This design comes from an exercise in tuning for small area on the open sky130 flow, not from production work.
Function was checked by simulation only, so behaviour that the tests miss may differ from the original.
Power figures rest on the tool's default switching activity, not on a simulated workload.

**flow/flow/run.sh**
```bash
#!/bin/bash
# The standard ORFS layout (standard.sh) with these changes:
#  - synthesis is synth_recipe.tcl unchanged except that ABC maps for area
#    only (flow/abc_area.script: no buffering or sizing, no delay target),
#    and the full-adder extraction is skipped (ADDER_MAP_FILE empty);
#  - ports are buffered with buf_1 instead of the flow's default buffer;
#  - CTS clusters sinks with small clock buffers and no dummy loads.
set -euo pipefail
here=$(pwd)
{
  head -n 1 synth_recipe.tcl
  echo 'proc abc {args} {'
  echo '  set i [lsearch $args -script]'
  echo "  if {\$i >= 0} { lset args [expr {\$i + 1}] $here/flow/abc_area.script }"
  echo '  set j [lsearch $args -D]'
  echo '  if {$j >= 0} { set args [lreplace $args $j [expr {$j + 1}]] }'
  echo '  yosys abc {*}$args'
  echo '}'
  tail -n +2 synth_recipe.tcl
} > synth_area.tcl
bash standard.sh \
  "SYNTH_SCRIPT=$here/synth_area.tcl" \
  'ADDER_MAP_FILE=' \
  'BUFFER_PORTS_ARGS=-buffer_cell sky130_fd_sc_hd__buf_1' \
  'CTS_ARGS=-sink_clustering_enable -repair_clock_nets -dont_use_dummy_load -sink_clustering_size 20 -sink_clustering_max_diameter 60 -buf_list {sky130_fd_sc_hd__clkbuf_8}' \
  finish > standard_flow.log 2>&1
```
**flow/flow/abc_area.script**
```
strash; dch -f; amap; topo
```
**flow/standard.sh**
```bash
#!/bin/bash
# synth_recipe.tcl (not shown) runs the flow's synth.tcl, then flattens the netlist and writes it again
# the make line also repeats each setting of config.mk as NAME=value (left out here)
make -C /OpenROAD-flow-scripts/flow DESIGN_CONFIG=/design/flow/config.mk WORK_HOME=/design/flow/orfs CLKGATE_MAP_FILE= SYNTH_SCRIPT=/design/flow/synth_recipe.tcl "${@:-finish}"
```
**flow/config.mk**
```make
export PLATFORM = sky130hd
export DESIGN_NAME = scd41_meas_decoder
export DESIGN_NICKNAME = scd41_meas_decoder
export VERILOG_FILES = /design/flow/design.v
export SDC_FILE = /design/flow/constraint.sdc
export NUM_CORES = 4
export LEC_CHECK = 0
export ABC_AREA = 1
export CAP_MARGIN = 20
export CORE_MARGIN = 2
export CORE_UTILIZATION = 40
export PLACE_DENSITY = 0.6
export SLEW_MARGIN = 20
```
**flow/constraint.sdc**
```tcl
create_clock -name core_clock -period 10.0 [get_ports {clk}]
set_input_delay 2.0000 -clock core_clock [delete_from_list [all_inputs] [get_ports {clk}]]
set_output_delay 2.0000 -clock core_clock [all_outputs]
set_load 0.01 [all_outputs]
```
**flow/design.v**
```verilog
module scd41_meas_decoder (
    input  wire        clk,
    input  wire        rst,
    input  wire        in_valid,
    input  wire [7:0]  in_data,
    output wire        in_ready,
    output reg         out_valid,
    output reg  [15:0] co2,
    output reg  [15:0] raw_t,
    output reg  [15:0] raw_rh,
    output wire [31:0] temp,
    output wire [31:0] rh
);
    reg [4:0]  g;
    reg [3:0]  n;         
    reg        f;         
    reg [3:0]  st;
    reg [15:0] rc, rt, rr;
    reg [23:0] w;
    reg [31:0] rtf, rrf;
    reg        cy, ea, sign;
    reg [4:0]  u;
    reg [27:0] rh_q;
    reg [28:0] temp_q;
    wire rh_e654 = !rh_q[27] && (rh_q[26:23] != 4'd0);
    assign rh   = {1'b0, rh_q[27], {3{rh_e654}}, rh_q[26:0]};
    assign temp = {temp_q[28:27], {3{~temp_q[27]}}, temp_q[26:0]};
    wire       ch = st[3];
    wire [2:0] sc = st[2:0];
    wire       g0  = (g == 5'd0);
    wire       g16 = (g == 5'd16);
    wire       g30 = (g == 5'd30);
    wire       g31 = (g == 5'd31);
    reg is_data, hi, n_ge5;
    always @(*) begin
        case (n)
            4'd0, 4'd3, 4'd6: begin is_data = 1'b1; hi = 1'b1; end
            4'd1, 4'd4, 4'd7: begin is_data = 1'b1; hi = 1'b0; end
            default:          begin is_data = 1'b0; hi = 1'b0; end
        endcase
        n_ge5 = (n == 4'd5) || (n == 4'd6) || (n == 4'd7) || (n == 4'd8);
    end
    wire n8 = (n == 4'd8);
    wire acc = n8 ? (ch && st != 4'b1111) : (n != 4'd9);
    wire wr  = in_valid && acc && is_data && (g[3] == hi);
    assign in_ready = acc && (!is_data || (g[3] == hi && g[2:0] == 3'd7 && f));
    wire take   = in_valid && in_ready;
    wire in_bit = in_data[g[2:0]];
    wire wr_c = wr && (n[3:1] == 3'd0);
    wire wr_t = wr && (n == 4'd3 || n == 4'd4);
    wire wr_r = wr && (n == 4'd6 || n == 4'd7);
    wire run   = (st[2:1] != 2'b11);                 
    wire prod  = run && !sc[2];
    wire first = run && sc == 3'd0;
    wire pg    = run && sc == 3'd4;
    wire em    = run && sc == 3'd5;
    wire lo16  = !g[4];
    wire act   = !(g[4] && g[3]);                    
    wire [2:0] i = g[2:0];
    reg tap, msk, neg;
    always @(*) begin
        case ({ch, sc[1:0]})
            3'b000:  begin tap = rt[9];  msk = (i != 3'd7);            neg = 1'b0; end  
            3'b001:  begin tap = rt[11]; msk = (i[2:1] != 2'b11) && (i != 3'd5); neg = 1'b0; end  
            3'b010:  begin tap = rt[12]; msk = !i[2];                  neg = 1'b0; end  
            3'b011:  begin tap = rt[0];  msk = 1'b0;                   neg = 1'b1; end  
            3'b100:  begin tap = rr[9];  msk = (i != 3'd7);            neg = 1'b0; end  
            3'b101:  begin tap = rr[11]; msk = (i[2:1] != 2'b11) && (i != 3'd5); neg = 1'b1; end  
            3'b110:  begin tap = rr[14]; msk = (i[2:1] == 2'b00);      neg = 1'b0; end  
            default: begin tap = 1'b0;   msk = 1'b0;                   neg = 1'b0; end
        endcase
    end
    localparam [7:0] K_Q   = 8'd211;    
    localparam [7:0] K_EXP = 8'd111;    
    wire op   = neg ^ (tap & (lo16 || msk));
    wire fa_a = first ? (!lo16 && !ch && K_Q[i]) : (lo16 ? w[0] : w[16]);
    wire fa_c = g0 ? (!first && ea) : cy;
    wire fa_s = fa_a ^ op ^ fa_c;
    wire fa_o = (fa_a & op) | (fa_a & fa_c) | (op & fa_c);
    wire hc   = g0 ? ea : cy;
    wire hs   = w[0] ^ hc;
    wire ho   = w[0] & hc;
    wire sbit = (lo16 ? hs : w[16]) ^ sign;
    wire found = |u;
    wire c3   = (g[2] & u[2]) | ((g[2] | u[2]) & ((g[1] & u[1]) | ((g[1] | u[1]) & g[0] & u[0])));
    wire qsel = u[4] && g[4] && !g[3] && c3;
    wire src  = qsel ? w[16 + u[2:0]] : w[{~u[3], u[2:0]}];
    wire ebit = src ^ sign;
    reg  ub;
    always @(*) begin
        case (i)
            3'd0: ub = u[0];
            3'd1: ub = u[1];
            3'd2: ub = u[2];
            3'd3: ub = u[3];
            3'd4: ub = u[4];
            default: ub = 1'b0;
        endcase
    end
    wire kb = K_EXP[i];
    reg  eout, ecy;
    always @(*) begin
        if (g0) begin
            eout = sign;
            ecy  = ebit;
        end else if (act) begin
            eout = ebit ^ cy;
            ecy  = ebit & cy;
        end else begin
            eout = ub ^ kb ^ cy;
            ecy  = (ub & kb) | (ub & cy) | (kb & cy);
        end
        if (!found)
            eout = 1'b0;
    end
    always @(posedge clk) begin
        rc  <= {wr_c ? in_bit : rc[0], rc[15:1]};
        rt  <= {wr_t ? in_bit : rt[0], rt[15:1]};
        rr  <= {wr_r ? in_bit : rr[0], rr[15:1]};
        w[14:0]  <= w[15:1];
        w[15]    <= (prod && lo16) ? fa_s : (pg && lo16) ? hs : w[0];
        w[22:16] <= w[23:17];
        w[23]    <= (prod && !lo16 && act) ? fa_s : w[16];
        rtf <= {(em && !ch) ? eout : rtf[0], rtf[31:1]};
        rrf <= {(em &&  ch) ? eout : rrf[0], rrf[31:1]};
        cy <= (prod && act) ? fa_o : (pg && lo16) ? ho : ecy;
        if (prod && g16)
            ea <= cy;
        if (prod && g30)
            sign <= w[16] & w[17];
        if (pg && act && (g0 || sbit))
            u <= sbit ? g : 5'd0;
        if (rst) begin
            g         <= 5'd0;
            n         <= 4'd0;
            f         <= 1'b0;
            st        <= 4'b1111;
            out_valid <= 1'b0;
        end else begin
            g <= g + 5'd1;
            f <= (g[2:0] == 3'd0) ? wr : (f && wr);
            if (take) begin
                n <= n + 4'd1;
            end
            out_valid <= 1'b0;
            if (g31) begin
                if (st == 4'b1111) begin
                    if (n_ge5)
                        st <= 4'b0000;
                end else if (st == 4'b0101) begin
                    if (n8)
                        st <= 4'b1000;
                end else if (st != 4'b1110)
                    st <= (st == 4'b1101) ? 4'b1110 : st + 4'd1;
            end
            if (st == 4'b1110 && g0 && n == 4'd9) begin
                co2       <= rc;
                raw_t     <= rt;
                raw_rh    <= rr;
                temp_q    <= {rtf[0], rtf[31], rtf[27:1]};
                rh_q      <= {rrf[31], rrf[27:1]};
                out_valid <= 1'b1;
                n         <= 4'd0;
                st        <= 4'b1111;
            end
        end
    end
endmodule
```
==> results by group, run 1 <==
Outcome
  • Status: finished clean

Synthesis
  • Mapped Cells: 502
  • Synth warnings: 1
  • Yosys reg bits: 264
  • Post-Syn Area: 7662 um^2
  • Main synth FF type: dfxtp_1
  • Yosys cell types: 31
  • Mean cell area of the mapped netlist: 15.26 um^2
  • Post-Syn Nets: 513
  • Post-synthesis sequential area ratio: 83.61%
  • EDFF count, synth: 112
  • Async S/R FF share, synth: 0%

Timing
  • Final period util: 43.68%
  • Worst-Margin Slew: 0.8336 ns
  • Setup TNS: 0 ns
  • Tmin final: 4.368 ns
  • RSZ-0062 raised after global routing: false
  • Final setup fails: 0
  • Hold Violations, Final: 0
  • Worst clock skew: 0.06824 ns
  • WHS: 0.2863 ns
  • Final max-slew violation count: 0
  • Achievable frequency: 228.9 MHz
  • Max transition margin: 44.42%
  • Worst Slack Setup Final: 5.632 ns

Layout
  • Diode count: 0
  • Layout Cells excl Fill: 871
  • Commonest non-fill, non-tap cell in the layout: dfxtp_1
  • Most frequent cells in the layout: dfxtp_1 (152), buf_1 (123), edfxtp_1 (112)
  • # nets final: 650
  • Fraction of layout instances using a drive strength above 1: 3.140%
  • P&R area growth vs syn: 12.69%

Placement
  • Place WS: 5.903 ns
  • RePlAce Congestion: 0.8287
  • Placed cells: 853
  • Placed wire-length estimate: 9.244 mm
  • Port buffer count: 123

CTS
  • Root Driver: clkbuf_8
  • Clock buffer depth: 3
  • Worst-Skew Late Latency: 0.50 ns
  • H-tree levels: 1
  • TritonCTS buffer count: 18
  • Post-CTS Hold Buffers: 0
  • Post-cts resize count: 0
  • Reg clk slew, reported paths: 0.11 ns
  • TritonCTS clock tree: built
  • Sink Count: 264
  • Post-CTS Setup Inserts: 0

Critical path
  • WP data arrival: 2.37 ns
  • CP max stage delay: 0.44 ns
  • Worst path top cell family by delay: compound AO/OA/AOI/OAI gates
  • Slowest CP cell: dfxtp_1
  • Worst Setup Start Kind: register
  • Cell breakdown of the critical path: clkinv_1, nor2_1, clkinv_1, o32ai_1, nor2_1, a21oi_1, a31oi_1, nor2_1, buf_1
  • CP Data Required Time: 8.00 ns
  • Critical path buffer and inverter count: 3
  • WS Path Type: register to output pin
  • Largest fanout on the critical path: 7
  • Setup crit end kind: output pin
  • Most frequent CP cell: nor2_1

Floorplanning
  • Core area: 18770 um^2
  • Die ar.: 20280 um^2
  • I/O pin cnt: 125
  • Initial Util: 40.83%
  • Die height: 142.4 um
  • Die Span X: 142.4 um
  • Rows: 50

Hold path
  • Worst min path class: register to register

Route
  • DR iter-0 viols: 313
  • Post-DR vias/cell: 4.898
  • Pre-antenna DRT Iters: 5
  • DRC Markers: 0
  • Final WL: 13.24 mm
  • ANT nets after route: 0
  • Via count: 4266
  • Avg WL per Cell: 15.20 um

Global route
  • Largest net degree at the start of global routing: 94
  • First-pass GRT wire length: 20.64 mm
  • Vias in the first global route: 4113
  • Congestion Overflow GR: 0
  • GRT Util Overall: 12.65%
  • Initial antenna violation count: 0

Flow run
  • Max-Cap Viols: 0

Pwr
  • PD cells: 184.1 nW/um^2
  • Worst ir drop on vdd: 68.79 uV
  • Lkg Pwr: 0.002997 uW
[worst register-to-register path, stage by stage (launching register included)]
cell,delay [ns]
dfxtp_1,0.38
nor2_1,0.24
clkinv_1,0.17
nor2_1,0.22
clkinv_1,0.12
nor3_1,0.43
clkinv_1,0.27
o22ai_1,0.24
clkinv_1,0.14
o22ai_1,0.21
o22ai_1,0.11
nor2_1,0.10
a21oi_1,0.11
a211oi_1,0.75
[state kept, by name (all words and copies together), names as in the netlist]
| register | count |
|---|---|
| co2 | 16 |
| cy | 1 |
| ea | 1 |
| f | 1 |
| g | 5 |
| n | 4 |
| out_valid | 1 |
| raw_rh | 16 |
| raw_t | 16 |
| rc | 16 |
| rh_q | 28 |
| rr | 16 |
| rrf | 32 |
| rt | 16 |
| rtf | 32 |
| sign | 1 |
| st | 4 |
| temp_q | 29 |
| u | 5 |
| w | 24 |
[path summary, 6_finish.rpt]
kind / endpoint / cells after the start / slack (ns) / start
max: in_ready / 9 / 5.63 / n[1]
min: w[1] / 0 / 0.29 / w[2]
max reg2reg: u[3] / 13 / 6.16 / g[1]
min reg2reg: w[1] / 0 / 0.29 / w[2]
[cell usage after synthesis (3+ instances only)]
| cell | n | area (um^2) |
|---|---|---|
| clkinv_1 | 41 | 153.9 |
| nand3_1 | 4 | 20.02 |
| nor3_1 | 9 | 45.04 |
| nor4_1 | 3 | 18.77 |
| a32oi_1 | 4 | 35.03 |
| nand2_1 | 13 | 48.80 |
| o21ai_0 | 7 | 35.03 |
| nor2_1 | 66 | 247.7 |
| a22o_1 | 6 | 52.55 |
| buf_4 | 6 | 45.04 |
| a221o_1 | 4 | 40.04 |
| a221oi_1 | 3 | 26.28 |
| o221ai_1 | 9 | 78.83 |
| nor2b_1 | 3 | 18.77 |
| o22ai_1 | 14 | 87.58 |
| a21oi_1 | 14 | 70.07 |
| a31oi_1 | 6 | 37.54 |
| edfxtp_1 | 112 | 3363 |
| dfxtp_1 | 152 | 3043 |
| a211oi_1 | 7 | 52.55 |
| o32ai_1 | 4 | 35.03 |
[through the flow]
step                      area [um^2]  util, %  total power, uW
after floorplan                  7662        -             1160
after global placement           8383    44.67             1166
after detailed placement         8383    44.67             1167
after CTS                        8631    45.99             1613
after global routing             8635    46.01             1654
final                            8635    46.01             1590
[metal layers]
metal	wire length, um	GRT usage (%)	up-vias	share of wire (%)
met5	0	0	-	0
met3	1001	3.028	19	7.6
met1	6138	17.50	2000	46
li1	-	-	2081	-
met4	186	3.283	0	1.4
met2	5912	20.19	166	45
[layout make-up]
type / count / area (um^2)
fillers: 1668 / 10130
clock buffers: 18 / 247.7
flip-flops and latches: 264 / 6406
repair buffers: 124 / 473.0
multi-input cells: 190 / 1061
inverters: 41 / 153.9
well taps: 234 / 292.8
[kinds of logic after synthesis]
kind of cell	Yosys count	share of synthesized area, %
buf+inv	48	2.645
flops	264	83.61
compound gates	87	8.165
simple gates	102	5.536
other cells	1	0.04894
[power breakdown]
part	switching [uW]	leakage, uW	internal, uW
Sequential	2.88	0.00233	1120
Clock	284	0.000129	163
Combinational	15.3	0.000534	7.40
==> run 2: changes to the inputs <==
--- a/flow/design.v
+++ b/flow/design.v
@@ -17,8 +17,10 @@
     reg [3:0]  st;
     reg [15:0] rc, rt, rr;
     reg [23:0] w;
-    reg [31:0] rtf, rrf;
-    reg        cy, ea, sign;
+    reg [31:0] rtf;
+    reg [15:0] rm16;
+    reg [7:0]  rm8;
+    reg        cy, sign;
     reg [4:0]  u;
     reg [27:0] rh_q;
     reg [28:0] temp_q;
@@ -31,6 +33,7 @@
     wire       g16 = (g == 5'd16);
     wire       g30 = (g == 5'd30);
     wire       g31 = (g == 5'd31);
+    wire       ea  = rm16[0];      
     reg is_data, hi, n_ge5;
     always @(*) begin
         case (n)
@@ -120,12 +123,11 @@
         w[14:0]  <= w[15:1];
         w[15]    <= (prod && lo16) ? fa_s : (pg && lo16) ? hs : w[0];
         w[22:16] <= w[23:17];
-        w[23]    <= (prod && !lo16 && act) ? fa_s : w[16];
-        rtf <= {(em && !ch) ? eout : rtf[0], rtf[31:1]};
-        rrf <= {(em &&  ch) ? eout : rrf[0], rrf[31:1]};
+        w[23]    <= (prod && !lo16 && act) ? fa_s : (em && ch && !act) ? eout : w[16];
+        rtf  <= {(em && !ch) ? eout : rtf[0], rtf[31:1]};
+        rm16 <= {(em && ch && lo16 && !g0) ? eout : (prod && g16) ? cy : rm16[0], rm16[15:1]};
+        rm8  <= {(em && ch && !lo16 && act) ? eout : rm8[0], rm8[7:1]};
         cy <= (prod && act) ? fa_o : (pg && lo16) ? ho : ecy;
-        if (prod && g16)
-            ea <= cy;
         if (prod && g30)
             sign <= w[16] & w[17];
         if (pg && act && (g0 || sbit))
@@ -158,7 +160,7 @@
                 raw_t     <= rt;
                 raw_rh    <= rr;
                 temp_q    <= {rtf[0], rtf[31], rtf[27:1]};
-                rh_q      <= {rrf[31], rrf[27:1]};
+                rh_q      <= {w[23], w[19:16], rm8, rm16[15:1]};
                 out_valid <= 1'b1;
                 n         <= 4'd0;
                 st        <= 4'b1111;
==> flow/flow/abc_area.script (replaced) <==
strash; dch -f; amap; mfs2; strash; dch -f; amap; topo
==> results by group, run 2 <==
Synthesis
  • Post-synthesis sequential area ratio: 83.24% (-0.36 points)
  • Top cells by count, synth: dfxtp_1 (144), edfxtp_1 (111), nor2_1 (55)
  • EDFF count, synth: 111 (-0.89%)
  • Yosys reg bits: 255 (-3.4%)
  • Mean cell area of the mapped netlist: 15.02 um^2 (-1.6%)
  • Synth area leader: edfxtp_1
  • Main synth FF type: dfxtp_1
  • Yosys cell types: 37 (+19%)
  • Count leader, synth: dfxtp_1
  • Synth warnings: 1 (unchanged)
  • Async S/R FF share, synth: 0% (unchanged)
  • Post-Syn Area: 7467 um^2 (-2.5%)
  • Post-Syn Nets: 508 (-0.97%)
  • Post-synth top area share: 44.64% (+0.75 points)
  • Largest cells by area after synthesis: edfxtp_1 (45%), dfxtp_1 (39%), nor2_1 (2.8%), clkinv_1 (1.8%), o21ai_0 (1.5%)
  • Mapped Cells: 497 (-1.0%)

Critical path
  • Worst path top cell family by delay: simple AND/OR/NAND/NOR gates
  • Critical path buffer and inverter count: 3 (unchanged)
  • WP data arrival: 2.53 ns (+0.16 ns)
  • Slowest CP cell: dfxtp_1
  • CP Data Required Time: 8.00 ns (about the same)
  • CP max stage delay: 0.41 ns (-0.03 ns)
  • Worst Setup Start Kind: register
  • Largest fanout on the critical path: 6 (-1)
  • WS Path Type: register to output pin
  • Setup crit end kind: output pin
  • Cell breakdown of the critical path: clkinv_1, nor2_1, clkinv_1, nor2_1, a31oi_1, nor3_1, buf_1

Floorplanning
  • I/O pin cnt: 125 (unchanged)
  • Die Span X: 140.6 um (-1.2%)
  • Core area: 18150 um^2 (-3.3%)
  • Initial Util: 41.15% (+0.32 points)
  • Rows: 49 (-2.0%)
  • Die height: 140.6 um (-1.2%)
  • Die ar.: 19780 um^2 (-2.5%)

Global route
  • Vias in the first global route: 4007 (-2.6%)
  • Congestion Overflow GR: 0 (unchanged)
  • Largest net degree at the start of global routing: 74 (-21%)
  • Initial antenna violation count: 0 (unchanged)
  • First-pass GRT wire length: 20.08 mm (-2.7%)
  • GRT Util Overall: 12.52% (-0.13 points)

Hold path
  • Worst min path class: register to register

Outcome
  • Status: finished clean

CTS
  • H-tree levels: 1 (unchanged)
  • Clock buffer depth: 3 (unchanged)
  • Sink Count: 255 (-3.4%)
  • Post-CTS Hold Buffers: 0 (unchanged)
  • Post-CTS Setup Inserts: 0 (unchanged)
  • Worst-Skew Late Latency: 0.52 ns (+0.02 ns)
  • TritonCTS buffer count: 18 (unchanged)
  • Reg clk slew, reported paths: 0.11 ns (about the same)
  • Root Driver: clkbuf_8
  • TritonCTS clock tree: built
  • Post-cts resize count: 0 (unchanged)

Timing
  • Worst-Margin Slew: 0.8866 ns (+0.05300 ns)
  • Worst clock skew: 0.09049 ns (+0.02226 ns)
  • Tmin final: 4.530 ns (+0.1618 ns)
  • Hold Violations, Final: 0 (unchanged)
  • WHS: 0.3008 ns (+0.01452 ns)
  • Achievable frequency: 220.8 MHz (-3.6%)
  • Max transition margin: 40.89% (-3.5 points)
  • Final setup fails: 0 (unchanged)
  • RSZ-0062 raised after global routing: false
  • Final period util: 45.30% (+1.6 points)
  • Setup TNS: 0 ns (unchanged)
  • Final max-slew violation count: 0 (unchanged)

Flow run
  • Max-Cap Viols: 0 (unchanged)

Pwr
  • Worst ir drop on vdd: 76.12 uV (+11%)
  • Total power: 1546 uW (-2.8%)
  • Lkg Pwr: 0.002830 uW (-5.6%)
  • PD cells: 183.3 nW/um^2 (-0.46%)

Route
  • Final WL: 12.67 mm (-4.3%)
  • DRC Markers: 0 (unchanged)
  • Post-DR vias/cell: 4.906 (+0.17%)
  • Avg WL per Cell: 14.69 um (-3.3%)
  • DR iter-0 viols: 359 (+15%)
  • Pre-antenna DRT Iters: 5 (unchanged)
  • ANT nets after route: 0 (unchanged)
  • Via count: 4229 (-0.87%)

Layout
  • Fraction of layout instances using a drive strength above 1: 3.318% (+0.18 points)
  • Diode count: 0 (unchanged)
  • Max FFs per register: 32
  • FILL cells: 1618 (-3.0%)
  • Commonest non-fill, non-tap cell in the layout: dfxtp_1
  • Most frequent cells in the layout: dfxtp_1 (144), buf_1 (123), edfxtp_1 (111)
  • P&R area growth vs syn: 12.95%
  • # nets final: 646 (-0.62%)
  • Largest regs: rtf x32, temp_q x29, rh_q x28
  • Reg with most FFs: rtf

Placement
  • Placed wire-length estimate: 8.832 mm (-4.5%)
  • Port buffer count: 123 (unchanged)
  • RePlAce Congestion: 0.9104 (+9.9%)
==> run 2: layout make-up <==
cell class / count / area [um^2] / share of cell area (%)
sequential: 255 / 6216 / 73.70
inverter: 35 / 131.4 / 1.558
multi-input combinational: 200 / 1076 / 12.76
tap: 229 / 286.5 / 3.397
timing repair buffer: 125 / 476.7 / 5.652
clock buffer: 18 / 247.7 / 2.937
==> run 2: logic make-up (layout without fill, tap and decap cells) <==
family,after synthesis,in the layout,share of synthesized area [%]
DFF,255,255,83.24
other,1,1,0.05022
xor gates and xnor gates,1,1,0.1173
buffers and inverters,42,178,2.413
AOI/OAI and AO/OA,89,89,7.976
and+or+nand+nor,109,109,6.200
==> run 2: power breakdown <==
group | leakage [uW] | internal [uW] | switching, uW
sequential | 0.00218 | 1080 | 3.13
clock | 0.000129 | 162 | 275
combinational | 0.000516 | 7.93 | 16.3
total | 0.00283 | 1250 | 294
==> run 2: through the flow <==
step	instance area, um^2	worst slack (ns)	utilization [%]	instances
CTS	8434	5.472	46.48	862
floorplan	7467	0.1624	-	497
finish	8434	5.470	46.48	862
detailed placement	8187	5.994	45.11	844
global route	8434	5.224	46.48	862
global placement	8187	6.028	45.11	844
==> run 2: worst paths after layout <==
kind | from | to | slack, ns | cells past startpoint
hold reg to reg | rtf[30] | rtf[29] | 0.30 | 0
setup reg to reg | g[0] | u[1] | 6.00 | 13
hold / removal | rtf[30] | rtf[29] | 0.30 | 0
setup / recovery | g[1] | in_ready | 5.47 | 7
==> run 2: per-layer routing <==
metal  share of wire (%)  routed length [um]  global-route usage, %
met1                  45                5673                  16.64
met2                  46                5825                  20.21
met3                 7.0                 885                  3.159
met4                 2.2                 282                  4.263
met5                   0                   0                      0
==> run 2: worst register-to-register path, stage by stage (launching register included) <==
cell and delay, ns:
dfxtp_1 0.36, nor2_1 0.28, clkinv_1 0.17, nor2_1 0.23, clkinv_1 0.16, nor3_1 0.56
clkinv_1 0.33, nor2_1 0.15, nor2_1 0.09, o21ai_0 0.19, o21ai_0 0.13, nand2_1 0.08
o21ai_0 0.21, a211oi_1 0.71
==> run 3: changes to the inputs <==
--- a/flow/design.v
+++ b/flow/design.v
@@ -12,7 +12,7 @@
     output wire [31:0] rh
 );
     reg [4:0]  g;
-    reg [3:0]  n;         
+    reg [3:0]  n;
     reg        f;         
     reg [3:0]  st;
     reg [15:0] rc, rt, rr;
@@ -34,24 +34,19 @@
     wire       g30 = (g == 5'd30);
     wire       g31 = (g == 5'd31);
     wire       ea  = rm16[0];      
-    reg is_data, hi, n_ge5;
-    always @(*) begin
-        case (n)
-            4'd0, 4'd3, 4'd6: begin is_data = 1'b1; hi = 1'b1; end
-            4'd1, 4'd4, 4'd7: begin is_data = 1'b1; hi = 1'b0; end
-            default:          begin is_data = 1'b0; hi = 1'b0; end
-        endcase
-        n_ge5 = (n == 4'd5) || (n == 4'd6) || (n == 4'd7) || (n == 4'd8);
-    end
-    wire n8 = (n == 4'd8);
-    wire acc = n8 ? (ch && st != 4'b1111) : (n != 4'd9);
+    wire is_data = !n[1];
+    wire hi      = !n[1] && !n[0];
+    wire n_ge5   = n[3] || (n[2] && n[1]);        
+    wire n8      = (n == 4'b1010);                 
+    wire n9      = n[3] && n[2];
+    wire acc = n8 ? (ch && st != 4'b1111) : !n9;
     wire wr  = in_valid && acc && is_data && (g[3] == hi);
     assign in_ready = acc && (!is_data || (g[3] == hi && g[2:0] == 3'd7 && f));
     wire take   = in_valid && in_ready;
     wire in_bit = in_data[g[2:0]];
-    wire wr_c = wr && (n[3:1] == 3'd0);
-    wire wr_t = wr && (n == 4'd3 || n == 4'd4);
-    wire wr_r = wr && (n == 4'd6 || n == 4'd7);
+    wire wr_c = wr && n[3:2] == 2'd0;
+    wire wr_t = wr && n[3:2] == 2'd1;
+    wire wr_r = wr && n[3:2] == 2'd2;
     wire run   = (st[2:1] != 2'b11);                 
     wire prod  = run && !sc[2];
     wire first = run && sc == 3'd0;
@@ -142,7 +137,7 @@
             g <= g + 5'd1;
             f <= (g[2:0] == 3'd0) ? wr : (f && wr);
             if (take) begin
-                n <= n + 4'd1;
+                n <= n[1] ? {n[3:2] + 2'd1, 2'd0} : {n[3:2], n[1:0] + 2'd1};
             end
             out_valid <= 1'b0;
             if (g31) begin
@@ -155,7 +150,7 @@
                 end else if (st != 4'b1110)
                     st <= (st == 4'b1101) ? 4'b1110 : st + 4'd1;
             end
-            if (st == 4'b1110 && g0 && n == 4'd9) begin
+            if (st == 4'b1110 && g0 && n9) begin
                 co2       <= rc;
                 raw_t     <= rt;
                 raw_rh    <= rr;
==> results by group, run 3 <==
Synthesis
  • EDFF count, synth: 111 (unchanged)
  • Synth Area in Compound Gates: 7.815% (-0.16 points)
  • Top cells by count, synth: dfxtp_1 (144), edfxtp_1 (111), nor2_1 (59)
  • Mapped Cells: 494 (-0.60%)
  • Main synth FF type: dfxtp_1
  • Synth Area in Adders: 0% (unchanged)
  • Post-synth top area share: 44.77% (+0.14 points)
  • Synth area leader: edfxtp_1
  • Synth Area in XOR/XNOR: 0.1176% (+0.00035 points)
  • Largest cells by area after synthesis: edfxtp_1 (45%), dfxtp_1 (39%), nor2_1 (3.0%), clkinv_1 (1.6%), o21ai_0 (1.4%)
  • Post-synthesis sequential area ratio: 83.50% (+0.25 points)
  • Post-Syn Area: 7445 um^2 (-0.30%)
  • Async S/R FF share, synth: 0% (unchanged)
  • Yosys cell types: 33 (-11%)
  • Post-Synth Simple-Gate Area: 6.252% (+0.052 points)
  • Synth warnings: 1 (unchanged)
  • Post-Syn Nets: 505 (-0.59%)
  • Count leader, synth: dfxtp_1
  • Largest family of logic cells by synthesized area: compound AO/OA/AOI/OAI gates
  • Mean cell area of the mapped netlist: 15.07 um^2 (+0.30%)
  • Mux cell area share after synthesis: 0% (unchanged)
  • Yosys reg bits: 255 (unchanged)

CTS
  • Worst-Skew Late Latency: 0.52 ns (about the same)
  • Post-CTS Hold Buffers: 0 (unchanged)
  • TritonCTS clock tree: built
  • Root Driver: clkbuf_8
  • Sink Count: 255 (unchanged)
  • Post-CTS Setup Inserts: 0 (unchanged)
  • Reg clk slew, reported paths: 0.11 ns (about the same)
  • Clock buffer depth: 3 (unchanged)
  • Post-cts resize count: 0 (unchanged)
  • H-tree levels: 1 (unchanged)
  • TritonCTS buffer count: 17 (-1)

Timing
  • Achievable frequency: 231.5 MHz (+4.9%)
  • Final max-slew violation count: 0 (unchanged)
  • Worst clock skew: 0.06061 ns (-0.02988 ns)
  • Hold Violations, Final: 0 (unchanged)
  • Worst-Margin Slew: 0.8054 ns (-0.08118 ns)
  • Final period util: 43.19% (-2.1 points)
  • RSZ-0062 raised after global routing: false
  • Setup TNS: 0 ns (unchanged)
  • Tmin final: 4.319 ns (-0.2111 ns)
  • Max transition margin: 46.30% (+5.4 points)
  • Final setup fails: 0 (unchanged)

Layout
  • Largest regs: rtf x32, temp_q x29, rh_q x28
  • Layout Cells excl Fill: 858 (-0.46%)
  • Commonest non-fill, non-tap cell in the layout: dfxtp_1
  • P&R area growth vs syn: 12.81%
  • Max FFs per register: 32 (unchanged)
  • Diode count: 0 (unchanged)
  • Fraction of layout instances using a drive strength above 1: 3.180% (-0.14 points)
  • Most frequent cells in the layout: dfxtp_1 (144), buf_1 (123), edfxtp_1 (111)
  • Reg with most FFs: rtf
  • # nets final: 642 (-0.62%)

Floorplanning
  • Die height: 140.4 um (-0.15%)
  • Rows: 49 (unchanged)
  • Die Span X: 140.4 um (-0.15%)
  • Initial Util: 41.16% (about the same)
  • Core area: 18090 um^2 (-0.34%)
  • Die ar.: 19720 um^2 (-0.29%)
  • I/O pin cnt: 125 (unchanged)

Route
  • Avg WL per Cell: 15.16 um (+3.2%)
  • DRC Markers: 0 (unchanged)
  • ANT nets after route: 0 (unchanged)
  • Post-DR vias/cell: 4.900 (-0.13%)
  • DR iter-0 viols: 388 (+8.1%)
  • Pre-antenna DRT Iters: 7 (+2)
  • Via count: 4204 (-0.59%)
  • Final WL: 13.01 mm (+2.7%)

Pwr
  • PD cells: 183.3 nW/um^2 (about the same)
  • Lkg Pwr: 0.002797 uW (-1.2%)
  • Worst ir drop on vdd: 67.98 uV (-11%)

Global route
  • Vias in the first global route: 4000 (-0.17%)
  • Congestion Overflow GR: 0 (unchanged)
  • Largest net degree at the start of global routing: 66 (-11%)
  • GRT Util Overall: 12.76% (+0.24 points)
  • Initial antenna violation count: 0 (unchanged)
  • First-pass GRT wire length: 20.29 mm (+1.1%)

Critical path
  • Worst path top cell family by delay: simple AND/OR/NAND/NOR gates
  • Slowest CP cell: dfxtp_1
  • Setup crit end kind: output pin
  • CP Data Required Time: 8.00 ns (about the same)
  • WS Path Type: register to output pin
  • WP data arrival: 2.32 ns (-0.21 ns)
  • Largest fanout on the critical path: 6 (unchanged)
  • Cell breakdown of the critical path: clkinv_1, nor2_1, clkinv_1, nor2_1, nand2_1, nor2_1, o21a_1, buf_1
  • CP max stage delay: 0.38 ns (-0.03 ns)
  • Worst Setup Start Kind: register
  • Most frequent CP cell: nor2_1
  • Critical path buffer and inverter count: 3 (unchanged)

Outcome
  • Status: finished clean

Placement
  • Port buffer count: 123 (unchanged)
  • RePlAce Congestion: 0.9224 (+1.3%)
  • Placed wire-length estimate: 8.969 mm (+1.5%)
  • Placed cells: 841 (-0.36%)

Flow run
  • Max-Cap Viols: 0 (unchanged)

Hold path
  • Worst min path class: register to register
[run 3: per-layer routing]
layer | vias to the layer above | global-route usage, % | part of all wire, % | wire, um
met1 | 1973 | 17.54 | 46 | 5974
li1 | 2035 | - | - | -
met5 | - | 0 | 0 | 0
met2 | 166 | 19.84 | 43 | 5643
met3 | 30 | 3.248 | 8.0 | 1036
met4 | 0 | 4.359 | 2.7 | 353
[run 3: cell families after synthesis]
| group | after synthesis |
|---|---|
| flip-flops | 255 |
| AND/OR/NAND/NOR | 110 |
| AO/OA/AOI/OAI | 88 |
| buffers and inverters | 39 |
| XOR/XNOR | 1 |
| other | 1 |
[run 3: report_power, final]
part / switching, uW / internal, uW / leakage [uW]
clock: 280 / 154 / 0.000122
sequential: 2.21 / 1080 / 0.00219
combinational: 16.1 / 7.32 / 0.000483
total: 298 / 1240 / 0.00280
[run 3: final cells by class]
type	instances	area (um^2)
flip-flops and latches	255	6216
fillers	1604	9688
well taps	229	286.5
clock buffers	17	234.0
inverters	32	120.1
multi-input cells	200	1065
repair buffers	125	476.7
[run 3: stage by stage]
step	instance area, um^2	setup WS, ns	hold WS (ns)	utilization, %	power, uW
global route	8398	5.469	0.3156	46.43	1600
floorplan	7445	0.1624	0.3096	-	1121
global placement	8164	6.006	0.3113	45.14	1128
finish	8398	5.681	0.3110	46.43	1539
CTS	8398	5.631	0.3140	46.43	1562
detailed placement	8164	5.935	0.3136	45.14	1129
[run 3: final timing paths]
kind | slack [ns] | from | endpoint | cells past startpoint
max | 5.68 | g[1] | in_ready | 8
min | 0.31 | rr[12] | rr[11] | 0
max reg2reg | 5.84 | g[0] | u[3] | 13
min reg2reg | 0.31 | rr[12] | rr[11] | 0
==> run 4: changes to the inputs <==
--- a/flow/design.v
+++ b/flow/design.v
@@ -55,30 +55,22 @@
     wire lo16  = !g[4];
     wire act   = !(g[4] && g[3]);                    
     wire [2:0] i = g[2:0];
+    localparam [7:0] K_Q   = 8'd210;    
+    localparam [7:0] K_EXP = 8'd111;    
     reg tap, msk, neg;
     always @(*) begin
         case ({ch, sc[1:0]})
             3'b000:  begin tap = rt[9];  msk = (i != 3'd7);            neg = 1'b0; end  
             3'b001:  begin tap = rt[11]; msk = (i[2:1] != 2'b11) && (i != 3'd5); neg = 1'b0; end  
             3'b010:  begin tap = rt[12]; msk = !i[2];                  neg = 1'b0; end  
-            3'b011:  begin tap = rt[0];  msk = 1'b0;                   neg = 1'b1; end  
+            3'b011:  begin tap = rt[0];  msk = 1'b0;                   neg = lo16 || K_Q[i]; end  
             3'b100:  begin tap = rr[9];  msk = (i != 3'd7);            neg = 1'b0; end  
             3'b101:  begin tap = rr[11]; msk = (i[2:1] != 2'b11) && (i != 3'd5); neg = 1'b1; end  
             3'b110:  begin tap = rr[14]; msk = (i[2:1] == 2'b00);      neg = 1'b0; end  
             default: begin tap = 1'b0;   msk = 1'b0;                   neg = 1'b0; end
         endcase
     end
-    localparam [7:0] K_Q   = 8'd211;    
-    localparam [7:0] K_EXP = 8'd111;    
     wire op   = neg ^ (tap & (lo16 || msk));
-    wire fa_a = first ? (!lo16 && !ch && K_Q[i]) : (lo16 ? w[0] : w[16]);
-    wire fa_c = g0 ? (!first && ea) : cy;
-    wire fa_s = fa_a ^ op ^ fa_c;
-    wire fa_o = (fa_a & op) | (fa_a & fa_c) | (op & fa_c);
-    wire hc   = g0 ? ea : cy;
-    wire hs   = w[0] ^ hc;
-    wire ho   = w[0] & hc;
-    wire sbit = (lo16 ? hs : w[16]) ^ sign;
     wire found = |u;
     wire c3   = (g[2] & u[2]) | ((g[2] | u[2]) & ((g[1] & u[1]) | ((g[1] | u[1]) & g[0] & u[0])));
     wire qsel = u[4] && g[4] && !g[3] && c3;
@@ -96,46 +88,37 @@
         endcase
     end
     wire kb = K_EXP[i];
-    reg  eout, ecy;
-    always @(*) begin
-        if (g0) begin
-            eout = sign;
-            ecy  = ebit;
-        end else if (act) begin
-            eout = ebit ^ cy;
-            ecy  = ebit & cy;
-        end else begin
-            eout = ub ^ kb ^ cy;
-            ecy  = (ub & kb) | (ub & cy) | (kb & cy);
-        end
-        if (!found)
-            eout = 1'b0;
-    end
+    wire ad_a = em ? (act ? ebit : ub) : (!first && (lo16 ? w[0] : w[16]));
+    wire ad_b = prod ? op : (em && (g0 || (!act && kb && found)));
+    wire ad_c = g0 ? (!em && !first && ea) : cy;
+    wire ad_s = ad_a ^ ad_b ^ ad_c;
+    wire ad_o = (ad_a & ad_b) | (ad_a & ad_c) | (ad_b & ad_c);
+    wire eout = g0 ? sign : ad_s;
+    wire sbit = ad_s ^ sign;           
     always @(posedge clk) begin
         rc  <= {wr_c ? in_bit : rc[0], rc[15:1]};
         rt  <= {wr_t ? in_bit : rt[0], rt[15:1]};
         rr  <= {wr_r ? in_bit : rr[0], rr[15:1]};
         w[14:0]  <= w[15:1];
-        w[15]    <= (prod && lo16) ? fa_s : (pg && lo16) ? hs : w[0];
+        w[15]    <= ((prod || pg) && lo16) ? ad_s : w[0];
         w[22:16] <= w[23:17];
-        w[23]    <= (prod && !lo16 && act) ? fa_s : (em && ch && !act) ? eout : w[16];
+        w[23]    <= (!lo16 && (act ? (prod || pg) : (em && ch))) ? ad_s : w[16];
         rtf  <= {(em && !ch) ? eout : rtf[0], rtf[31:1]};
-        rm16 <= {(em && ch && lo16 && !g0) ? eout : (prod && g16) ? cy : rm16[0], rm16[15:1]};
-        rm8  <= {(em && ch && !lo16 && act) ? eout : rm8[0], rm8[7:1]};
-        cy <= (prod && act) ? fa_o : (pg && lo16) ? ho : ecy;
+        rm16 <= {(em && ch && lo16 && !g0) ? ad_s : (prod && g16) ? cy : rm16[0], rm16[15:1]};
+        rm8  <= {(em && ch && !lo16 && act) ? ad_s : rm8[0], rm8[7:1]};
+        cy <= ad_o;
         if (prod && g30)
             sign <= w[16] & w[17];
         if (pg && act && (g0 || sbit))
             u <= sbit ? g : 5'd0;
+        f <= (g[2:0] == 3'd0) ? wr : (f && wr);
         if (rst) begin
             g         <= 5'd0;
             n         <= 4'd0;
-            f         <= 1'b0;
             st        <= 4'b1111;
             out_valid <= 1'b0;
         end else begin
             g <= g + 5'd1;
-            f <= (g[2:0] == 3'd0) ? wr : (f && wr);
             if (take) begin
                 n <= n[1] ? {n[3:2] + 2'd1, 2'd0} : {n[3:2], n[1:0] + 2'd1};
             end
==> results by group, run 4 <==
Synthesis
  • Synth warnings: 1 (unchanged)
  • Mapped Cells: 472 (-4.5%)
  • Main synth FF type: dfxtp_1
  • Async S/R FF share, synth: 0% (unchanged)
  • Mean cell area of the mapped netlist: 15.56 um^2 (+3.3%)
  • Post-Syn Nets: 483 (-4.4%)
  • Yosys cell types: 36 (+9.1%)
  • Post-Syn Area: 7346 um^2 (-1.3%)
  • Post-synth top area share: 45.38% (+0.60 points)
  • Count leader, synth: dfxtp_1
  • Synth area leader: edfxtp_1
  • EDFF count, synth: 111 (unchanged)
  • Yosys reg bits: 255 (unchanged)
  • Top cells by count, synth: dfxtp_1 (144), edfxtp_1 (111), nor2_1 (56)
  • Post-synthesis sequential area ratio: 84.62% (+1.1 points)
  • Largest cells by area after synthesis: edfxtp_1 (45%), dfxtp_1 (39%), nor2_1 (2.9%), o22ai_1 (1.6%), clkinv_1 (1.5%)

Critical path
  • Critical path buffer and inverter count: 2 (-1)
  • Critical path depth in cells: 15 (+7)
  • CP Data Required Time: 10.19 ns (+2.19 ns)
  • Worst path top cell family by delay: compound AO/OA/AOI/OAI gates
  • Worst reg2reg endpoint: u[0]
  • WP data arrival: 5.00 ns (+2.68 ns)
  • Slowest CP cell: edfxtp_1
  • R2R Setup Slk: 5.19 ns (-0.65 ns)
  • Worst-case reg-to-reg path depth: 15 (+2)
  • CP max stage delay: 0.60 ns (+0.22 ns)
  • Setup crit end kind: register
  • Cell breakdown of the critical path: clkinv_1, a211oi_1, a221oi_1, a2111oi_0, nand3_1, o31ai_1, o21ai_0, a221oi_1, o21a_1, or2_0, nor2_1, a21oi_1, xor2_1, a2111oi_0, buf_4
  • WS Path Type: register to register
  • Largest fanout on the critical path: 13 (+7)
  • Worst Setup Start Kind: register
  • Beginning of the worst register-to-register path: u[0]
  • Worst setup path startpoint: u[0]

Global route
  • Largest net degree at the start of global routing: 77 (+17%)
  • First-pass GRT wire length: 19.71 mm (-2.9%)
  • GR met2 Demand/Resource: 19.17% (-0.67 points)
  • GRT Util Overall: 12.36% (-0.40 points)
  • Congestion Overflow GR: 0 (unchanged)
  • Global Route met3 Usage: 2.650% (-0.60 points)
  • Vias in the first global route: 3889 (-2.8%)
  • Initial antenna violation count: 0 (unchanged)
  • Most Crowded Layer GR: met2
  • Met1 Resource Use GR: 17.85% (+0.31 points)

CTS
  • Post-CTS Setup Inserts: 0 (unchanged)
  • Reg clk slew, reported paths: 0.12 ns (about the same)
  • TritonCTS clock tree: built
  • H-tree levels: 1 (unchanged)
  • Post-CTS Hold Buffers: 0 (unchanged)
  • Sink Count: 255 (unchanged)
  • TritonCTS buffer count: 17 (unchanged)
  • Clock buffer depth: 3 (unchanged)
  • Root Driver: clkbuf_8
  • Post-cts resize count: 0 (unchanged)
  • Worst-Skew Late Latency: 0.50 ns (-0.02 ns)

Pwr
  • Worst ir drop on vdd: 91.72 uV (+35%)
  • PD cells: 184.2 nW/um^2 (+0.46%)
  • Lkg Pwr: 0.002772 uW (-0.88%)

Timing
  • Achievable frequency: 207.9 MHz (-10%)
  • Final setup fails: 0 (unchanged)
  • Max transition margin: 35.70% (-11 points)
  • Final max-slew violation count: 0 (unchanged)
  • Setup TNS: 0 ns (unchanged)
  • Worst clock skew: 0.05210 ns (-0.008513 ns)
  • Tmin final: 4.810 ns (+0.4913 ns)
  • Hold Violations, Final: 0 (unchanged)
  • Final period util: 48.10% (+4.9 points)
  • Worst-Margin Slew: 0.9645 ns (+0.1591 ns)
  • RSZ-0062 raised after global routing: false

Floorplanning
  • Die height: 139.5 um (-0.65%)
  • Rows: 49 (unchanged)
  • I/O pin cnt: 125 (unchanged)
  • Die ar.: 19460 um^2 (-1.3%)
  • Core area: 17960 um^2 (-0.68%)
  • Initial Util: 40.89% (-0.27 points)
  • Die Span X: 139.5 um (-0.65%)

Hold path
  • Worst min path class: register to register
  • Hold path cells: 0 (unchanged)
  • HP Start: rt[3]
  • Hold Path Sink: rt[2]

Route
  • Avg WL per Cell: 14.60 um (-3.7%)
  • Post-DR vias/cell: 4.819 (-1.6%)
  • Via count: 4029 (-4.2%)
  • DR iter-0 viols: 426 (+9.8%)
  • ANT nets after route: 0 (unchanged)
  • DRC Markers: 0 (unchanged)
  • Pre-antenna DRT Iters: 4 (-3)
  • Final WL: 12.21 mm (-6.2%)

Layout
  • Reg with most FFs: rtf
  • Largest regs: rtf x32, temp_q x29, rh_q x28
  • Fraction of layout instances using a drive strength above 1: 3.295% (+0.12 points)
  • # nets final: 620 (-3.4%)
  • Diode count: 0 (unchanged)
  • Layout Cells excl Fill: 836 (-2.6%)
  • Commonest non-fill, non-tap cell in the layout: dfxtp_1
  • Most frequent cells in the layout: dfxtp_1 (144), buf_1 (123), edfxtp_1 (111)
  • Max FFs per register: 32 (unchanged)
  • P&R area growth vs syn: 13.01%

Placement
  • Placed cells: 819 (-2.6%)
  • Port buffer count: 123 (unchanged)
  • RePlAce Congestion: 0.9095 (-1.4%)
  • Placed wire-length estimate: 8.512 mm (-5.1%)

Outcome
  • Status: finished clean

Flow run
  • Max-Cap Viols: 0 (unchanged)
run 4: cell type report:
cell class	count	area, um^2
Sequential cell	255	6216
Inverter	29	108.9
Tap cell	229	286.5
Clock buffer	17	234.0
Timing Repair Buffer	125	476.7
Multi-Input combinational cell	181	979.7
Fill cell	1616	9662
run 4: layer usage:
| layer | wire length [um] | vias to the layer above |
|---|---|---|
| met5 | 0 | - |
| met4 | 155 | 0 |
| met3 | 827 | 15 |
| met2 | 5448 | 144 |
| met1 | 5775 | 1905 |
| li1 | - | 1965 |
run 4: stage by stage:
stage | util, % | hold WS (ns) | setup WS (ns) | area, um^2 | total power [uW]
finish | 46.21 | 0.2877 | 5.190 | 8302 | 1529
global route | 46.21 | 0.2784 | 4.623 | 8302 | 1594
CTS | 46.21 | 0.2903 | 5.246 | 8302 | 1552
detailed placement | 44.91 | 0.3143 | 5.298 | 8068 | 1125
global placement | 44.91 | 0.3108 | 5.626 | 8068 | 1125
floorplan | - | 0.3096 | 3.058 | 7346 | 1118
run 4: worst max path at each step:
stage / slack (ns) / endpoint
after CTS: 5.25 / u[0]
after floorplan: 3.06 / co2[0]
after global placement: 5.63 / u[0]
after global routing: 4.62 / u[1]
after detailed placement: 5.30 / u[0]
final: 5.19 / u[0]
run 4: logic make-up after synthesis:
logic type	Yosys count	share of synthesized area, %
flip-flops	255	84.62
AND/OR/NAND/NOR	101	5.876
AO/OA/AOI/OAI	78	7.188
buffers and inverters	36	2.146
XOR/XNOR	1	0.1193
other	1	0.05105
run 4: power breakdown:
part / switching (uW) / internal, uW
Combinational: 14.2 / 6.27
Sequential: 2.03 / 1080
Clock: 273 / 154
==> run 5: changes to the inputs <==
--- a/flow/flow/run.sh
+++ b/flow/flow/run.sh
@@ -22,5 +22,5 @@
   "SYNTH_SCRIPT=$here/synth_area.tcl" \
   'ADDER_MAP_FILE=' \
   'BUFFER_PORTS_ARGS=-buffer_cell sky130_fd_sc_hd__buf_1' \
-  'CTS_ARGS=-sink_clustering_enable -repair_clock_nets -dont_use_dummy_load -sink_clustering_size 20 -sink_clustering_max_diameter 60 -buf_list {sky130_fd_sc_hd__clkbuf_8}' \
+  'CTS_ARGS=-sink_clustering_enable -repair_clock_nets -dont_use_dummy_load -sink_clustering_size 11 -sink_clustering_max_diameter 40 -buf_list {sky130_fd_sc_hd__clkbuf_4} -root_buf sky130_fd_sc_hd__clkbuf_8 -tree_buf {sky130_fd_sc_hd__clkbuf_8}' \
   finish > standard_flow.log 2>&1
==> results by group, run 5 <==
Timing
  • Setup TNS: 0 ns (unchanged)
  • Max transition margin: 37.80% (+2.1 points)
  • Worst clock skew: 0.03841 ns (-0.01369 ns)
  • Achievable frequency: 203.7 MHz (-2.0%)
  • Worst-Margin Slew: 0.9330 ns (-0.03151 ns)
  • RSZ-0062 raised after global routing: false
  • Final period util: 49.10% (+1.0 points)
  • Worst Slack Setup Final: 5.090 ns (-0.09963 ns)
  • Tmin final: 4.910 ns (+0.09963 ns)
  • Final max-slew violation count: 0 (unchanged)
  • Final setup fails: 0 (unchanged)
  • Hold Violations, Final: 0 (unchanged)

Route
  • Final WL: 12.32 mm (+0.94%)
  • DR iter-0 viols: 360 (-15%)
  • Post-DR vias/cell: 4.834 (+0.30%)
  • ANT nets after route: 0 (unchanged)
  • DRC Markers: 0 (unchanged)
  • Pre-antenna DRT Iters: 5 (+1)
  • Via count: 4099 (+1.7%)
  • Avg WL per Cell: 14.53 um (-0.49%)

CTS
  • Sink Count: 255 (unchanged)
  • H-tree levels: 1 (unchanged)
  • Root Driver: clkbuf_8
  • Reg clk slew, reported paths: 0.09 ns (-0.03 ns)
  • Clock buffer depth: 3 (unchanged)
  • TritonCTS buffer count: 29 (+12)
  • Post-CTS Hold Buffers: 0 (unchanged)
  • Post-CTS Setup Inserts: 0 (unchanged)
  • Post-cts resize count: 0 (unchanged)
  • Worst-Skew Late Latency: 0.52 ns (+0.02 ns)
  • TritonCTS clock tree: built

Layout
  • Largest regs: rtf x32, temp_q x29, rh_q x28
  • Diode count: 0 (unchanged)
  • Most frequent cells in the layout: dfxtp_1 (144), buf_1 (123), edfxtp_1 (111)
  • # nets final: 632 (+1.9%)
  • Max FFs per register: 32 (unchanged)
  • Layout Cells excl Fill: 848 (+1.4%)
  • Reg with most FFs: rtf
  • Commonest non-fill, non-tap cell in the layout: dfxtp_1
  • P&R area growth vs syn: 13.05% (about the same)
  • Fraction of layout instances using a drive strength above 1: 5.170% (+1.9 points)
  • FILL cells: 1625 (+0.56%)

Floorplanning
  • I/O pin cnt: 125 (unchanged)
  • Die Span X: 139.5 um (unchanged)
  • Initial Util: 40.89% (unchanged)
  • Die ar.: 19460 um^2 (unchanged)
  • Die height: 139.5 um (unchanged)
  • Core area: 17960 um^2 (unchanged)
  • Rows: 49 (unchanged)

Synthesis
  • Yosys reg bits: 255 (unchanged)
  • Post-Syn Nets: 483 (unchanged)
  • Main synth FF type: dfxtp_1
  • Synth warnings: 1 (unchanged)
  • Post-synthesis sequential area ratio: 84.62% (unchanged)
  • Top cells by count, synth: dfxtp_1 (144), edfxtp_1 (111), nor2_1 (56)
  • Async S/R FF share, synth: 0% (unchanged)
  • Yosys cell types: 36 (unchanged)
  • Post-synth top area share: 45.38% (unchanged)
  • Synth area leader: edfxtp_1
  • Mapped Cells: 472 (unchanged)
  • Mean cell area of the mapped netlist: 15.56 um^2 (unchanged)
  • EDFF count, synth: 111 (unchanged)
  • Count leader, synth: dfxtp_1
  • Largest cells by area after synthesis: edfxtp_1 (45%), dfxtp_1 (39%), nor2_1 (2.9%), o22ai_1 (1.6%), clkinv_1 (1.5%)
  • Post-Syn Area: 7346 um^2 (unchanged)

Global route
  • First-pass GRT wire length: 20.01 mm (+1.5%)
  • Congestion Overflow GR: 0 (unchanged)
  • Vias in the first global route: 3966 (+2.0%)
  • Initial antenna violation count: 0 (unchanged)
  • Largest net degree at the start of global routing: 77 (unchanged)
  • GRT Util Overall: 12.52% (+0.16 points)

Pwr
  • PD cells: 184.7 nW/um^2 (+0.29%)
  • Lkg Pwr: 0.002791 uW (+0.68%)
  • Worst ir drop on vdd: 76.95 uV (-16%)

Placement
  • RePlAce Congestion: 0.9095 (unchanged)
  • Placed cells: 819 (unchanged)
  • Port buffer count: 123 (unchanged)
  • Place WS: 5.298 ns (unchanged)
  • Placed wire-length estimate: 8.512 mm (unchanged)

Critical path
  • Worst path top cell family by delay: compound AO/OA/AOI/OAI gates
  • CP max stage delay: 0.60 ns (about the same)
  • CP Data Required Time: 10.21 ns (+0.02 ns)
  • Cell breakdown of the critical path: clkinv_1, a211oi_1, a221oi_1, a2111oi_0, nand3_1, o31ai_1, o21ai_0, a221oi_1, o21a_1, or2_0, nor2_1, a21oi_1, xor2_1, a2111oi_0, buf_4
  • WS Path Type: register to register
  • Slowest CP cell: edfxtp_1
  • Largest fanout on the critical path: 13 (unchanged)
  • Setup crit end kind: register
  • Critical path buffer and inverter count: 2 (unchanged)
  • Worst Setup Start Kind: register
  • WP data arrival: 5.12 ns (+0.12 ns)

Outcome
  • Status: finished clean

Flow run
  • Max-Cap Viols: 0 (unchanged)

Hold path
  • Worst min path class: register to register
[run 5: cell counts after synthesis]
No cell type changed its count.
[run 5: cell families after synthesis]
logic type | synth area share (%)
DFF | 84.62
xor gates and xnor gates | 0.1193
AOI/OAI and AO/OA | 7.188
other | 0.05105
buffers and inverters | 2.146
and+or+nand+nor | 5.876
[run 5: metal layers]
metal | global-route usage (%) | vias up | wire length, um
li1 | - | 1995 | -
met1 | 17.85 | 1921 | 5640
met2 | 19.17 | 157 | 5493
met3 | 2.925 | 26 | 940
met4 | 3.934 | 0 | 247
met5 | 0 | - | 0
[run 5: where the power goes]
group | switching (uW) | internal (uW)
Clock | 284 | 148
Sequential | 2.04 | 1080
Combinational | 14.2 | 6.27
[run 5: metrics by stage]
stage | util, % | hold WS, ns | instance area [um^2] | total power [uW]
3_3_place_gp | 44.91 | 0.3108 | 8068 | 1125
4_1_cts | 46.23 | 0.3328 | 8304 | 1558
5_1_grt | 46.23 | 0.3309 | 8304 | 1600
3_5_place_dp | 44.91 | 0.3143 | 8068 | 1125
2_1_floorplan | - | 0.3096 | 7346 | 1118
6_report | 46.23 | 0.3294 | 8304 | 1534
[run 5: area by class of cell]
| cell class | instances | area [um^2] | area share, % |
|---|---|---|---|
| clock buffer | 29 | 236.5 | 2.848 |
| inverter | 29 | 108.9 | 1.311 |
| multi-input combinational | 181 | 979.7 | 11.80 |
| sequential | 255 | 6216 | 74.85 |
| tap | 229 | 286.5 | 3.450 |
| timing repair buffer | 125 | 476.7 | 5.741 |
[run 5: worst register-to-register path: cells and delay by family, from the launching register on]
kind                   cells  cell delay (ns)
buffers and inverters      2             0.65
flip-flops                 1             0.60
AO/OA/AOI/OAI              9             2.77
AND/OR/NAND/NOR            3             0.32
XOR/XNOR                   1             0.28
[run 5: path summary, 6_finish.rpt]
kind              endpoint  depth (start not counted)  slack [ns]  startpoint
setup / recovery      u[2]                         15        5.09        u[0]
hold / removal     rtf[30]                          0        0.33     rtf[31]
setup reg to reg      u[2]                         15        5.09        u[0]
hold reg to reg    rtf[30]                          0        0.33     rtf[31]

==> re-timing with driven ports <==
In the flow no input, the clock included, has a driving cell. The finished layouts below were timed again as built, in two steps.
Step 1 (the two cells are an assumption about what drives the block):
set clk [get_ports {clk}]
set_driving_cell -lib_cell sky130_fd_sc_hd__clkbuf_16 $clk
set_driving_cell -lib_cell sky130_fd_sc_hd__buf_2 [delete_from_list [all_inputs] $clk]
Step 2 times the ports against the registers' clock, not the clock port: input delays grow and output delays shrink by t, the midpoint of the rising clock arrivals with the driver on.
Three values: ideal, step 1, step 2; two values: the first two.
run | shift t [ns] | setup WS [ns] | worst setup path after step 2
run 1 | 0.506 | 5.632 / 5.596 / 6.102 | register to output
run 2 | 0.511 | 5.470 / 5.434 / 5.945 | register to output
run 3 | 0.525 | 5.681 / 5.642 / 5.837 | register to register
run 4 | 0.512 | 5.190 / 5.190 / 5.190 | register to register
run 5 | 0.536 | 5.090 / 5.090 / 5.090 | register to register
After both steps every run listed still meets setup and hold.
